Source: an optimization exercise on an open RTL-to-GDS flow (aim: small area and a short achievable clock period). Production flows keep margins and buffers that such runs may drop. In this exercise RTL edits were held to simulation tests only and were not proved equivalent to the original. Power figures rest on the tool's default switching activity, not on a simulated workload.

Setup of job 101:
Design jr_core, start of the top module:
module jr_core (
    input  wire        clk,
    input  wire        rst,
    input  wire [7:0]  cmd,
    input  wire        cmd_valid,
    output wire        cmd_ready,
    input  wire [7:0]  opd_x,
    input  wire [7:0]  opd_y,
    input  wire [15:0] opd_d,
    input  wire [15:0] opd_ax,
    input  wire [15:0] opd_ay,
    input  wire [15:0] opd_az,
    output wire [63:0] res,
    output reg         res_valid,
    input  wire        echo,
    output wire        trig,
    input  wire        tick0,
    input  wire        tick1,
    output wire [7:0]  tx_data,
    output reg         tx_valid,
    input  wire        tx_ready,
    input  wire        rx_avail,
    input  wire [7:0]  rx_data,
    output wire        rx_take,
    input  wire        confirm,
    output reg  [1:0]  act_dir_L,
    output reg  [1:0]  act_dir_R,
    output wire [7:0]  act_duty_L,
    output wire [7:0]  act_duty_R,
    output reg  [1:0]  disp
);
Size in the first run: ~1500 cells after synthesis.
==> flow/config.mk <==
export PLATFORM = sky130hd
export DESIGN_NAME = jr_core
export DESIGN_NICKNAME = jr_core
export VERILOG_FILES = /design/flow/design.v
export SDC_FILE = /design/flow/constraint.sdc
export NUM_CORES = 4
export LEC_CHECK = 0
export CAP_MARGIN = 20
export CORE_MARGIN = 2
export CORE_UTILIZATION = 60
export SLEW_MARGIN = 20
==> flow/constraint.sdc <==
create_clock -name core_clock -period 40.0 [get_ports {clk}]
set_input_delay 8.0000 -clock core_clock [delete_from_list [all_inputs] [get_ports {clk}]]
set_output_delay 8.0000 -clock core_clock [all_outputs]
set_load 0.01 [all_outputs]
standard.sh (not shown) runs the stock make flow with config.mk's settings and CLKGATE_MAP_FILE= SYNTH_SCRIPT=/design/flow/synth_recipe.tcl, a recipe that flattens the netlist after the stock synthesis.
==> flow/flow/run.sh <==
#!/bin/bash
# The standard layout, with these changes:
# - synthesis is the standard synthesis, but ABC maps the combinational
#   logic with flow/abc.script (AIG resynthesis for area); registers are
#   mapped exactly as in the standard synthesis;
# - the port buffers are the smallest buffer (buf_1);
# - the clock tree uses clkbuf_4 in clusters, without dummy loads;
# - after placement, cells on the slowest paths are sized up.
# Each tool's output is in synth_make.log / flow_make.log and orfs/logs/.
set -uo pipefail
HERE=$PWD
rm -rf "$HERE/scripts_abc"
cp -r "$FLOW_HOME/scripts" "$HERE/scripts_abc"
cp "$HERE/flow/abc.script" "$HERE/scripts_abc/abc_speed.script"
SCRIPTS_DIR="$HERE/scripts_abc" bash standard.sh synth > synth_make.log 2>&1 || exit 1
export BUFFER_PORTS_ARGS="-buffer_cell sky130_fd_sc_hd__buf_1"
export CTS_ARGS="-sink_clustering_enable -repair_clock_nets -buf_list sky130_fd_sc_hd__clkbuf_4 -dont_use_dummy_load -sink_clustering_size 8 -sink_clustering_max_diameter 40"
export POST_RESIZE_TCL="$HERE/flow/post_resize.tcl"
bash standard.sh > flow_make.log 2>&1
==> flow/flow/abc.script <==
strash
&get -n
&fraig -x
&deepsyn -T 300
&put
strash
&get -n
&dch -f
&nf -R 1000
&put
==> flow/flow/post_resize.tcl <==
# Size up the cells on the input-to-output paths that set the period:
# repair_timing treats paths with less than the margin of slack as failing.
repair_timing -setup -setup_margin 23.4 -verbose
Job 101 completed; timing, DRC and antenna clean
The inputs of job 102 differ from those of job 101 as listed below.
# job 101
export LEC_CHECK = 0
export CAP_MARGIN = 20
export CORE_MARGIN = 2
export CORE_UTILIZATION = 60
export SLEW_MARGIN = 20
create_clock -name core_clock -period 40.0 [get_ports {clk}]
# job 102
export LEC_CHECK = 0
export CAP_MARGIN = 20
export CORE_MARGIN = 2
export CORE_UTILIZATION = 40
export SLEW_MARGIN = 20
create_clock -name core_clock -period 40.0 [get_ports {clk}]
==> flow/flow/run.sh <==
#!/bin/bash
set -uo pipefail
export BUFFER_PORTS_ARGS="-buffer_cell sky130_fd_sc_hd__buf_1"
export CTS_ARGS="-sink_clustering_enable -repair_clock_nets -buf_list sky130_fd_sc_hd__clkbuf_4 -dont_use_dummy_load"
export POST_RESIZE_TCL="$PWD/flow/post_resize.tcl"
bash standard.sh > flow_make.log 2>&1
removed: flow/flow/abc.script
==> comparison <==
Post-synthesis sequential area ratio: job 102 < job 101
Relative to job 101, job 102 degrades leakage power.
Share of the synthesized area in compound gates (AO/OA/AOI/OAI) sits lower in job 102 than in job 101.
Going from job 101 to job 102, the total clock buffers created by CTS was found to have gone up by 22.
Sequential fraction of total cell area for job 102: 4.0 points down relative to job 101
Compared with job 101, job 102 shows a higher slack of the critical path.
The inputs of job 103 differ from those of job 102 as listed below.
--- a/flow/flow/run.sh
+++ b/flow/flow/run.sh
@@ -4,3 +4,2 @@
 export CTS_ARGS="-sink_clustering_enable -repair_clock_nets -buf_list sky130_fd_sc_hd__clkbuf_4 -dont_use_dummy_load"
-export POST_RESIZE_TCL="$PWD/flow/post_resize.tcl"
 bash standard.sh > flow_make.log 2>&1
removed: flow/flow/post_resize.tcl
Notes after the runs:
Going from job 102 to job 103, clock-buffer cell count grew by more than 10%.
Clock-pin slew on the worst setup and hold paths of job 103 is on par with job 102.
Taking job 102 as the reference, in job 103 routed wire length on met2 decreased 0.46%; number of global-route vias before repair went up 69; number of violations reported at the end of detailed-routing iteration 0 lost about 12%; global-route usage now sits higher.
On job 103: number of levels in the clock H-tree is 1 higher than what job 102 gave.
[compare] base=job 102 new=job 103: final cell count without fillers flat; first-pass iteration count of the detailed router up 2.

==> port drivers added, routing unchanged <==
The results above use ideal ports. As a check the final layouts listed here were re-extracted and re-timed, cells and wires unchanged. Step 1 (the two cells are an assumption about what drives the block):
set clk [get_ports {clk}]
set_driving_cell -lib_cell sky130_fd_sc_hd__clkbuf_16 $clk
set_driving_cell -lib_cell sky130_fd_sc_hd__buf_2 [delete_from_list [all_inputs] $clk]
Step 2, shift: input delay + t, output delay - t, t = (earliest + latest rising clock arrival at the registers) / 2. This alone moves slack from input paths to output paths. a / b / c = no drivers / after step 1 / after step 2; a / b = the first two.
run | t (ns) | setup slack, ns | hold slack, ns | worst slew at a driven data input, ns
job 101 | 0.641 | 23.163 / 23.124 / 23.066 | 0.431 / 0.431 / 0.431 | 0.07
job 102 | 0.725 | 23.177 / 23.150 / 23.150 | 0.380 / 0.380 / 0.380 | 0.08
job 103 | 0.684 | 22.787 / 22.759 / 22.759 | 0.417 / 0.417 / 0.417 | 0.09
After both steps every run listed still meets setup and hold. The setup slack of job 101, which loses most, moves by -0.039 ns with the drivers and by -0.097 ns with both steps.
